From an optimization exercise on the open Yosys and OpenROAD flow, aimed at small area, a short achievable clock period and few clock cycles; shortcuts taken in it are not production practice.
In this exercise RTL edits were held to simulation tests only and were not proved equivalent to the original.

==> inputs of quartz <==
// pnr_seq
module pnr_seq (
    input  wire        clk,
    input  wire        rst,
    input  wire        cmd_valid,
    output wire        cmd_ready,
    input  wire [31:0] cmd_word,
    input  wire [31:0] cmd_arg0,
    input  wire [31:0] cmd_arg1,
    input  wire [31:0] cmd_arg2,
    input  wire [9:0]  cfg_cell,
    input  wire [11:0] cfg_rs_mask,
    input  wire [15:0] cfg_rs_moff,
    output reg         done,
    output wire [7:0]  err_code,
    output reg  [30:0] prbs_x1,
    output reg  [30:0] prbs_x2,
    output reg  [30:0] prbs_cinit,
    output reg  [31:0] prbs_pos,
    output reg  [31:0] prbs_out,
    output wire [4:0]  map_i,
    output wire [4:0]  map_q,
    output wire [7:0]  map_norm,
    output reg  [30:0] rs_cinit,
    output reg         re_valid,
    output reg  [11:0] re_k,
    output reg  [1:0]  re_bits
);
clock: 12.0 ns
lec_check: 0
cap_margin: 20
core_margin: 2
core_utilization: 40
slew_margin: 20
standard.sh (not shown) runs the stock make flow with config.mk's settings and CLKGATE_MAP_FILE= SYNTH_SCRIPT=/design/flow/synth_recipe.tcl, a recipe that flattens the netlist after the stock synthesis.
==> flow/flow/run.sh <==
#!/bin/bash
# Layout flow: the standard ORFS flow (standard.sh, unchanged synthesis,
# floorplan, placement, CTS, routing and finish) at the design's clock period
# and constraints, with two changes to how the layout is made:
#  - every input and output port still gets its own buffer, but a
#    sky130_fd_sc_hd__buf_1 one (buffer_ports -buffer_cell);
#  - ORFS's repair_timing passes (floorplan, CTS, global route) aim for a
#    setup slack of SETUP_SLACK_MARGIN ns instead of 0, so they size and
#    buffer the design towards a shorter achieved period.
# make's full output (which includes every tool's output; ORFS also keeps a
# log per step under orfs/logs) goes to flow_make.log in the work folder.
set -euo pipefail
bash standard.sh SETUP_SLACK_MARGIN=8.3 \
    "BUFFER_PORTS_ARGS=-buffer_cell sky130_fd_sc_hd__buf_1" \
    finish > flow_make.log 2>&1
test -s out/final.def
==> inputs of indigo, as changes to quartz <==
--- a/flow/design.v
+++ b/flow/design.v
@@ -156,18 +156,19 @@
             gmask[gj] = s_lo[5] | (gj < s_lo[4:0]);
     end
     wire [11:0] op_a   = {r_slot, r_symb} - {3'd0, r_slot, 1'b0} + 12'd1;
     wire [6:0]  i_ssb  = (r_ssb <= 6'd3) ? ({1'b0, r_ssb} + {4'd0, r_hf, 2'b00})
                                          : ({1'b0, r_ssb} + {3'd0, r_hf, 3'b000});
     wire [6:0]  i_p1   = i_ssb + 7'd1;
     wire [8:0]  c4p1   = {1'b0, r_cell[9:2]} + 9'd1;
     wire [13:0] m_x    = sel[0] ? {c4p1, 5'b00001} : {2'b00, op_a};
-    wire [10:0] m_y    = sel[0] ? {i_p1, 4'd0} : {r_cell, 1'b1};
-    wire [19:0] acc_n  = {wx2[18:0], 1'b0} + (wx1[30] ? {6'd0, wx1[13:0]} : 20'd0);
+    wire [11:0] m_y    = sel[0] ? {1'b0, i_p1, 4'd0} : {1'b0, r_cell, 1'b1};
+    wire [19:0] acc_n  = {wx2[17:0], 2'b00} + (wx1[30] ? {5'd0, wx1[13:0], 1'b0} : 20'd0)
+                                            + (wx1[29] ? {6'd0, wx1[13:0]} : 20'd0);
     wire [30:0] c_form = f_raw ? wx1
                        : f_pb  ? {5'd0, wx2[19:0], 4'd0, mrem[1:0]}
                                : {wx2[13:0], 6'd0, mrem[9:0], 1'b0};
     wire        mul_last = (mcnt == 4'd1);
     wire [3:0] ep = {cur[8] | cur[9] | cur[10] | cur[11],
                      cur[4] | cur[5] | cur[6] | cur[7],
                      cur[2] | cur[3] | cur[6] | cur[7] | cur[10] | cur[11],
                      cur[1] | cur[3] | cur[5] | cur[7] | cur[9] | cur[11]};
@@ -292,30 +293,30 @@
         end
         if (st_dec & f_rsx) begin
             f_pb    <= sel[0];
             f_raw   <= sel[1];
             f_rng   <= d_rsg & rng_err;
             kb      <= {1'b0, rem[8:0]} + {rem[8:0], 1'b0};
             rb_left <= rem[24:16];
             if (~sel[1]) begin
-                wx1 <= {m_y, 6'd0, m_x};
+                wx1 <= {m_y, 5'd0, m_x};
                 wx2 <= 31'd0;
             end
             rem  <= {{15'd0, s_moff[15:5]} + NC_STEPS, s_moff[4:3], s_moff[2:0], 1'b0};
             nz64 <= 1'b1;
             nz16 <= (s_moff[4:3] != 2'd0);
             nz2  <= (s_moff[2:0] != 3'd0);
             nz1  <= 1'b0;
             mrem <= {2'd0, r_cell};
-            mcnt <= sel[0] ? 4'd7 : 4'd11;
+            mcnt <= sel[0] ? 4'd4 : 4'd6;
         end
         if (st_mul) begin
             mcnt      <= mcnt - 4'd1;
-            wx1[30:20] <= {wx1[29:20], 1'b0};
+            wx1[30:19] <= {wx1[28:19], 2'b00};
             wx2[19:0] <= acc_n;
         end
         if (st_rinit & f_seed) begin
             rem  <= {NC_STEPS, 6'd0};
             nz64 <= 1'b1;
             nz16 <= 1'b0;
             nz2  <= 1'b0;
             nz1  <= 1'b0;
==> qor.tcl <==
set qor(avgViaCountPerCell) 6.12
set qor(outcome) {complete, no violations}
set qor(groute.layer.met1.usage) 0.424
set qor(start_util) 0.404
set qor(globalRouteTotalUtil) 0.324
set qor(netSwitchingFraction) 0.291
set qor(seq_share) 0.286
# the run above: quartz

==> qor.tcl <==
set qor(avgViaCountPerCell) 6.08
set qor(groute.layer.met1.usage) 0.442
set qor(seq_share) 0.284
set qor(outcome) {complete, no violations}
set qor(netSwitchingFraction) 0.344
# the run above: indigo

Testbench counts of quartz, summed over its fixed seeds: cycles 50,285.
Testbench counts of indigo, summed over its fixed seeds: cycles 49,452.


==> 12-07 <==
pnr_seq, a different RTL version from the one above (not shown whole).
==> flow/config.mk <==
export PLATFORM = sky130hd
export DESIGN_NAME = pnr_seq
export DESIGN_NICKNAME = pnr_seq
export VERILOG_FILES = /design/flow/design.v
export SDC_FILE = /design/flow/constraint.sdc
export NUM_CORES = 4
export LEC_CHECK = 0
export CAP_MARGIN = 20
export CORE_MARGIN = 2
export CORE_UTILIZATION = 40
export SLEW_MARGIN = 20
==> flow/constraint.sdc <==
create_clock -name core_clock -period 12.0 [get_ports {clk}]
set_input_delay 2.4000 -clock core_clock [delete_from_list [all_inputs] [get_ports {clk}]]
set_output_delay 2.4000 -clock core_clock [all_outputs]
set_load 0.01 [all_outputs]
run.sh (not shown) runs the stock make flow with config.mk's settings and CLKGATE_MAP_FILE= SYNTH_SCRIPT=/design/flow/synth_recipe.tcl, a recipe that flattens the netlist after the stock synthesis.
Stock flow here: none of the scripts above is used.
==> 02-10: changes against 12-07 <==
--- a/flow/design.v
+++ b/flow/design.v
@@ -12,18 +12,18 @@
     input  wire [15:0] cfg_rs_moff,
     output reg         done,
     output wire [7:0]  err_code,
     output reg  [30:0] prbs_x1,
     output reg  [30:0] prbs_x2,
     output reg  [30:0] prbs_cinit,
     output reg  [31:0] prbs_pos,
     output reg  [31:0] prbs_out,
-    output reg  [4:0]  map_i,
-    output reg  [4:0]  map_q,
+    output wire [4:0]  map_i,
+    output wire [4:0]  map_q,
     output wire [7:0]  map_norm,
     output reg  [30:0] rs_cinit,
     output reg         re_valid,
     output reg  [11:0] re_k,
     output reg  [1:0]  re_bits
 );
     localparam [7:0] OP_NOP       = 8'h00;
     localparam [7:0] OP_PRBS_SEED = 8'h10;
@@ -59,33 +59,37 @@
     localparam [2:0] S_JUMP  = 3'd2;    
     localparam [2:0] S_MS1   = 3'd3;    
     localparam [2:0] S_MUL   = 3'd4;    
     localparam [2:0] S_RINIT = 3'd5;    
     localparam [2:0] S_EMIT  = 3'd6;    
     reg [2:0]  state;
     reg        idle;
     reg        err_rng, err_ill;
-    reg [3:0]  norm_t;         
+    reg [3:1]  norm_t;         
+    reg        map_v;          
+    reg [4:1]  map_ih, map_qh;
     reg [30:0] sav_x1, sav_x2;
     reg [31:0] rem;            
     reg [4:0]  ncnt;           
     reg        first;          
     reg        f_gen;          
     reg        f_rs;           
     reg        f_cin;          
     reg        f_pb;           
     reg [3:0]  mcnt;
     reg [11:0] mask;
     reg [11:0] mrem;           
-    reg [11:0] kb;             
+    reg [9:0]  kb;             
     reg [8:0]  rb_left;
     assign cmd_ready = idle;
     assign err_code  = {3'b000, err_rng | err_ill, 2'b00, err_ill, err_rng};
-    assign map_norm  = {norm_t[3], 1'b0, norm_t[2], 1'b0, norm_t[1], 1'b0, norm_t[0], 1'b0};
+    assign map_norm  = {norm_t[3], 1'b0, norm_t[2], 1'b0, norm_t[1], 1'b0, map_v, 1'b0};
+    assign map_i     = {map_ih, map_v};
+    assign map_q     = {map_qh, map_v};
     wire [7:0]  op  = cmd_word[31:24];
     wire [5:0]  cnt = cmd_word[5:0];
     wire [2:0]  ord = cmd_word[2:0];
     wire [1:0]  sel = cmd_word[1:0];
     wire z23_6 = (cmd_word[23:6] == 18'd0);
     wire z5_3  = (cmd_word[5:3] == 3'd0);
     wire z2    = ~cmd_word[2];
     wire z1_0  = (cmd_word[1:0] == 2'd0);
@@ -99,45 +103,29 @@
     wire is_rsg  = (op == OP_RS_GEN)    & z23_6 & z5_3 & z2 & (sel != 2'd3);
     wire legal   = is_nop | is_seed | is_gen | is_skip | is_qam | is_rsc | is_rsg;
     wire accept = idle & cmd_valid;
     wire [8:0] f_rb0  = cmd_arg0[8:0];
     wire [8:0] f_nrbf = cmd_arg0[24:16];
     wire [9:0] rb_end = {1'b0, f_rb0} + {1'b0, f_nrbf};
     wire       rs_range_err = (rb_end > 10'd273);
     wire [30:0] raw_fields = {2'b00, cmd_arg1[18:12], cmd_arg1[11:8], cmd_arg1[7:0], cfg_cell};
-    function signed [5:0] sgn(input b);
-        sgn = b ? -6'sd1 : 6'sd1;
-    endfunction
-    reg signed [5:0] qa, qb;
-    always @(*) begin
-        case (ord)
-            3'd0: begin
-                qa = sgn(cmd_arg0[0]);
-                qb = sgn(cmd_arg0[0]);
-            end
-            3'd1: begin
-                qa = sgn(cmd_arg0[0]);
-                qb = sgn(cmd_arg0[1]);
-            end
-            3'd2: begin
-                qa = sgn(cmd_arg0[0]) * (6'sd2 - sgn(cmd_arg0[2]));
-                qb = sgn(cmd_arg0[1]) * (6'sd2 - sgn(cmd_arg0[3]));
-            end
-            3'd3: begin
-                qa = sgn(cmd_arg0[0]) * (6'sd4 - sgn(cmd_arg0[2]) * (6'sd2 - sgn(cmd_arg0[4])));
-                qb = sgn(cmd_arg0[1]) * (6'sd4 - sgn(cmd_arg0[3]) * (6'sd2 - sgn(cmd_arg0[5])));
-            end
-            default: begin
-                qa = sgn(cmd_arg0[0]) * (6'sd8 - sgn(cmd_arg0[2]) * (6'sd4 - sgn(cmd_arg0[4]) * (6'sd2 - sgn(cmd_arg0[6]))));
-                qb = sgn(cmd_arg0[1]) * (6'sd8 - sgn(cmd_arg0[3]) * (6'sd4 - sgn(cmd_arg0[5]) * (6'sd2 - sgn(cmd_arg0[7]))));
-            end
+    function [3:0] qam_t(input [2:0] o, input x2, input x4, input x6);
+        case (o)
+            3'd2:    qam_t = {3'b000, x2};
+            3'd3:    qam_t = {2'b00, x2, ~(x2 ^ x4)};
+            3'd4:    qam_t = {1'b0, x2, ~(x4 ^ x2), ~(x4 ^ x6) ^ ~x2};
+            default: qam_t = 4'd0;
         endcase
-    end
-    wire [3:0] qn_t = {ord == 3'd4, ord >= 3'd3, ord >= 3'd2, 1'b1};
+    endfunction
+    wire [3:0] qt_i = qam_t(ord, cmd_arg0[2], cmd_arg0[4], cmd_arg0[6]);
+    wire [3:0] qt_q = qam_t(ord, cmd_arg0[3], cmd_arg0[5], cmd_arg0[7]);
+    wire       qs_i = cmd_arg0[0];
+    wire       qs_q = (ord == 3'd0) ? cmd_arg0[0] : cmd_arg0[1];
+    wire [3:1] qn_t = {ord == 3'd4, ord >= 3'd3, ord >= 3'd2};
     wire        nc_nz  = (ncnt != 5'd0);
     wire        hi_nz  = (rem[31:6] != 26'd0);
     wire        mid_nz = (rem[5:4] != 2'd0);
     wire        lo_nz  = (rem[3:1] != 3'd0);
     wire        low6_z = (rem[5:0] == 6'd0);
     wire        rem_z  = ~hi_nz & low6_z;
     reg  [1:0]  jsel;         
     reg         jlast;
@@ -154,16 +142,25 @@
         end else if (lo_nz) begin
             jsel  = 2'd1;
             jlast = (rem[3:1] == 3'd1) & ~rem[0];
         end else begin
             jsel  = 2'd0;
             jlast = 1'b1;
         end
     end
+    reg  [6:0]  step_val;
+    always @(*) begin
+        case (jsel)
+            2'd0:    step_val = 7'd1;
+            2'd1:    step_val = 7'd2;
+            2'd2:    step_val = 7'd16;
+            default: step_val = 7'd64;
+        endcase
+    end
     wire [31:0] rem_dec;
     assign rem_dec[31:6] = (nc_nz | ~hi_nz) ? rem[31:6] : rem[31:6] - 26'd1;
     assign rem_dec[5:4]  = (nc_nz | hi_nz | ~mid_nz) ? rem[5:4] : rem[5:4] - 2'd1;
     assign rem_dec[3:1]  = (nc_nz | hi_nz | mid_nz | ~lo_nz) ? rem[3:1] : rem[3:1] - 3'd1;
     assign rem_dec[0]    = (nc_nz | hi_nz | mid_nz | lo_nz) ? rem[0] : 1'b0;
     reg [1:0] esel;
     always @(*) esel = (state == S_EMIT) ? 2'd1 : jsel;
     reg [30:0] nx1, nx2;
@@ -175,17 +172,17 @@
             default: begin nx1 = e1[94:64]; nx2 = e2[94:64]; end
         endcase
     end
     wire [31:0] cbits = e1[31:0] ^ e2[31:0];
     reg  [31:0] gmask;
     integer gj;
     always @(*) begin
         for (gj = 0; gj < 32; gj = gj + 1)
-            gmask[gj] = (gj < rem[5:0]);
+            gmask[gj] = rem[5] | (gj < rem[4:0]);
     end
     wire [9:0]  r_cell = rs_cinit[9:0];
     wire [7:0]  r_slot = rs_cinit[17:10];
     wire [3:0]  r_symb = rs_cinit[21:18];
     wire [5:0]  r_ssb  = rs_cinit[27:22];
     wire        r_hf   = rs_cinit[28];
     wire [11:0] op_a   = 12'd14 * r_slot + r_symb + 12'd1;
     wire [6:0]  i_ssb  = (r_ssb <= 6'd3) ? ({1'b0, r_ssb} + {4'd0, r_hf, 2'b00})
@@ -198,16 +195,17 @@
                               : {acc_n[13:0], 6'd0, mrem[9:0], 1'b0};
     reg [3:0] ep;
     integer ei;
     always @(*) begin
         ep = 4'd0;
         for (ei = 11; ei >= 0; ei = ei - 1)
             if (mrem[ei]) ep = ei[3:0];
     end
+    wire [9:0]  kb_sum  = kb + ((state == S_EMIT) ? 10'd3 : {kb[8:0], 1'b0});
     wire [11:0] mnext   = mrem & (mrem - 12'd1);
     wire        rb_end_ = (mnext == 12'd0);
     wire        no_res  = (mask == 12'd0) | (rb_left == 9'd0);
     always @(posedge clk) begin
         if (idle) begin
             sav_x1 <= prbs_x1;
             sav_x2 <= prbs_x2;
         end
@@ -217,38 +215,39 @@
             done       <= 1'b0;
             err_rng    <= 1'b0;
             err_ill    <= 1'b0;
             prbs_x1    <= 31'd0;
             prbs_x2    <= 31'd0;
             prbs_cinit <= 31'd0;
             prbs_pos   <= 32'd0;
             prbs_out   <= 32'd0;
-            map_i      <= 5'd0;
-            map_q      <= 5'd0;
-            norm_t     <= 4'd0;
+            map_ih     <= 4'd0;
+            map_qh     <= 4'd0;
+            map_v      <= 1'b0;
+            norm_t     <= 3'd0;
             rs_cinit   <= 31'd0;
             re_valid   <= 1'b0;
         end else begin
             done     <= 1'b0;
             re_valid <= 1'b0;
             case (state)
                 S_IDLE: begin
                     if (cmd_valid) begin
                         err_rng <= 1'b0;
                         err_ill <= ~legal;
-                        first   <= is_gen | is_skip;
+                        first   <= is_gen;
                         f_gen   <= is_gen;
                         f_rs    <= is_rsg;
                         f_cin   <= is_rsc;
                         f_pb    <= sel[0];
                         ncnt    <= NC_STEPS;
                         mask    <= cfg_rs_mask;
                         rb_left <= f_nrbf;
-                        kb      <= {3'd0, f_rb0};
+                        kb      <= {1'b0, f_rb0};
                         if (is_seed) begin
                             prbs_cinit <= cmd_arg0[30:0];
                             prbs_pos   <= 32'd0;
                             prbs_out   <= 32'd0;
                             rem        <= 32'd0;
                             idle       <= 1'b0;
                             state      <= S_SINIT;
                         end else if (is_gen) begin
@@ -261,18 +260,19 @@
                             ncnt <= 5'd0;
                             if (cmd_arg0 == 32'd0) begin
                                 done <= 1'b1;
                             end else begin
                                 idle  <= 1'b0;
                                 state <= S_JUMP;
                             end
                         end else if (is_qam) begin
-                            map_i  <= qa[4:0];
-                            map_q  <= qb[4:0];
+                            map_ih <= qt_i ^ {4{qs_i}};
+                            map_qh <= qt_q ^ {4{qs_q}};
+                            map_v  <= 1'b1;
                             norm_t <= qn_t;
                             done   <= 1'b1;
                         end else if (is_rsc) begin
                             rs_cinit <= sel[1] ? cmd_arg2[30:0] : raw_fields;
                             if (sel[1]) begin
                                 done <= 1'b1;
                             end else begin
                                 idle  <= 1'b0;
@@ -295,42 +295,38 @@
                     end
                 end
                 S_SINIT: begin
                     prbs_x1 <= 31'd1;
                     prbs_x2 <= prbs_cinit;
                     state   <= S_JUMP;
                 end
                 S_MS1: begin
-                    kb       <= {kb[8:0], 3'd0} + {kb[9:0], 2'd0};
                     re_k     <= f_pb ? {3'd0, c4p1} : op_a;
                     mrem     <= {2'd0, r_cell};
                     rs_cinit <= {(f_pb ? {i_p1, 4'd0} : {r_cell, 1'b1}), 20'd0};
                     mcnt     <= f_pb ? 4'd7 : 4'd11;
                     state    <= S_MUL;
                 end
                 S_MUL: begin
                     mcnt     <= mcnt - 4'd1;
                     rs_cinit <= {rs_cinit[29:20], 1'b0, acc_n};
                     if (mcnt == 4'd1) begin
                         rs_cinit <= c_form;
-                        mrem     <= mask;
-                        if (f_cin | no_res) begin
+                        if (f_cin) begin
                             done  <= 1'b1;
                             idle  <= 1'b1;
                             state <= S_IDLE;
                         end else begin
-                            prbs_x1 <= 31'd1;
-                            prbs_x2 <= c_form;
-                            state   <= S_JUMP;
+                            state <= S_RINIT;
                         end
                     end
                 end
                 S_RINIT: begin
-                    kb   <= {kb[8:0], 3'd0} + {kb[9:0], 2'd0};
+                    kb   <= kb_sum;
                     mrem <= mask;
                     if (no_res) begin
                         done  <= 1'b1;
                         idle  <= 1'b1;
                         state <= S_IDLE;
                     end else begin
                         prbs_x1 <= 31'd1;
                         prbs_x2 <= rs_cinit;
@@ -338,40 +334,39 @@
                     end
                 end
                 S_JUMP: begin
                     prbs_x1 <= nx1;
                     prbs_x2 <= nx2;
                     ncnt    <= nc_nz ? ncnt - 5'd1 : 5'd0;
                     rem     <= rem_dec;
                     first   <= 1'b0;
-                    if (first) begin
-                        prbs_pos <= prbs_pos + rem;
-                        if (f_gen)
-                            prbs_out <= cbits & gmask;
-                    end
+                    if (~f_rs & ~nc_nz)
+                        prbs_pos <= prbs_pos + step_val;
+                    if (first & f_gen)
+                        prbs_out <= cbits & gmask;
                     if (jlast) begin
                         if (f_rs) begin
                             state <= S_EMIT;
                         end else begin
                             done  <= 1'b1;
                             idle  <= 1'b1;
                             state <= S_IDLE;
                         end
                     end
                 end
                 S_EMIT: begin
                     re_valid <= 1'b1;
-                    re_k     <= kb + {8'd0, ep};
+                    re_k     <= {kb + {8'd0, ep[3:2]}, ep[1:0]};
                     re_bits  <= {e1[1] ^ e2[1], e1[0] ^ e2[0]};
                     prbs_x1  <= nx1;
                     prbs_x2  <= nx2;
                     if (rb_end_) begin
                         mrem    <= mask;
-                        kb      <= kb + 12'd12;
+                        kb      <= kb_sum;
                         rb_left <= rb_left - 9'd1;
                         if (rb_left == 9'd1) begin
                             prbs_x1 <= sav_x1;
                             prbs_x2 <= sav_x2;
                             done    <= 1'b1;
                             idle    <= 1'b1;
                             state   <= S_IDLE;
                         end
==> flow_summary.yaml <==
die:
  taps: 782
cts:
  numCtsBuffers: 44
yosys:
  synth.avg_cell_area_um2: 8.59
layout:
  inv_count: 60
  sh_seq_area: 0.301
critical_path:
  required_ps: 12470
  crit_path_start: "cmd_arg0[1]"
run_status:
  status: "no timing/DRC/antenna violations"
timing:
  hold_slack_ps: 457
  period_needed_ps: 6180
power_and_ir_drop:
  pwr_density_cell_mw_per_mm2: 94.0
  pg_seq_mw: 1.33
route:
  num_vias: 24300
  met2WireLength_um: 47400
global_routing:
  grt_max_degree: 88
That was 02-10.
==> flow_summary.yaml <==
yosys:
  synth.distinct_cells: 94
  synth.avg_cell_area_um2: 8.33
layout:
  inv_count: 84
  buffer_area_frac: 0.127
  sh_seq_area: 0.280
  reg.largest.list: "prbs_out x32, prbs_pos x32, rem x32"
  area_growth_pct: 21.2
route:
  met2WireLength_um: 48400
  num_vias: 26600
global_routing:
  grt_max_degree: 73
cts:
  numCtsBuffers: 46
power_and_ir_drop:
  pwr_density_cell_mw_per_mm2: 92.5
critical_path:
  crit_path_start: "cmd_arg0[6]"
timing:
  period_needed_ps: 6440
run_status:
  status: "no timing/DRC/antenna violations"
die:
  taps: 873
  chipWidth_um: 264
That was 12-07.
Testbench counts of 12-07, summed over its fixed seeds: cycles 49,784.
Testbench counts of 02-10, summed over its fixed seeds: cycles 49,926.

## what the ideal ports hide
How much do the figures lean on ideal ports? The routed layouts below were timed once more, with nothing changed but the port constraints.
Step 1: set_driving_cell puts a clkbuf_16 on clk and a buf_2 on each other input, an assumption about the parent block.
Step 2 adds t to the input delays and takes it off the output delays; t is the mean of the earliest and latest rising clock arrival at the registers after step 1. Input paths then give back, and output paths get back, about the clock's delay inside the block.
Three values: ideal ports, drivers, drivers and shift; two values: the first two.
run	t (ns)	setup WS [ns]	worst data-port slew with drivers (ns)	cell pins on the clock port's net
quartz	0.671	8.259 / 8.241 / 7.629	0.10	1
indigo	0.688	8.201 / 8.242 / 7.554	0.09	1
12-07	0.672	5.564 / 5.597 / 4.925	0.10	1
02-10	0.649	5.815 / 5.847 / 5.198	0.07	1
After both steps setup and hold are still met in every run listed. For indigo, which loses most, drivers alone change the setup slack by +0.041 ns; drivers and shift together by -0.647 ns.
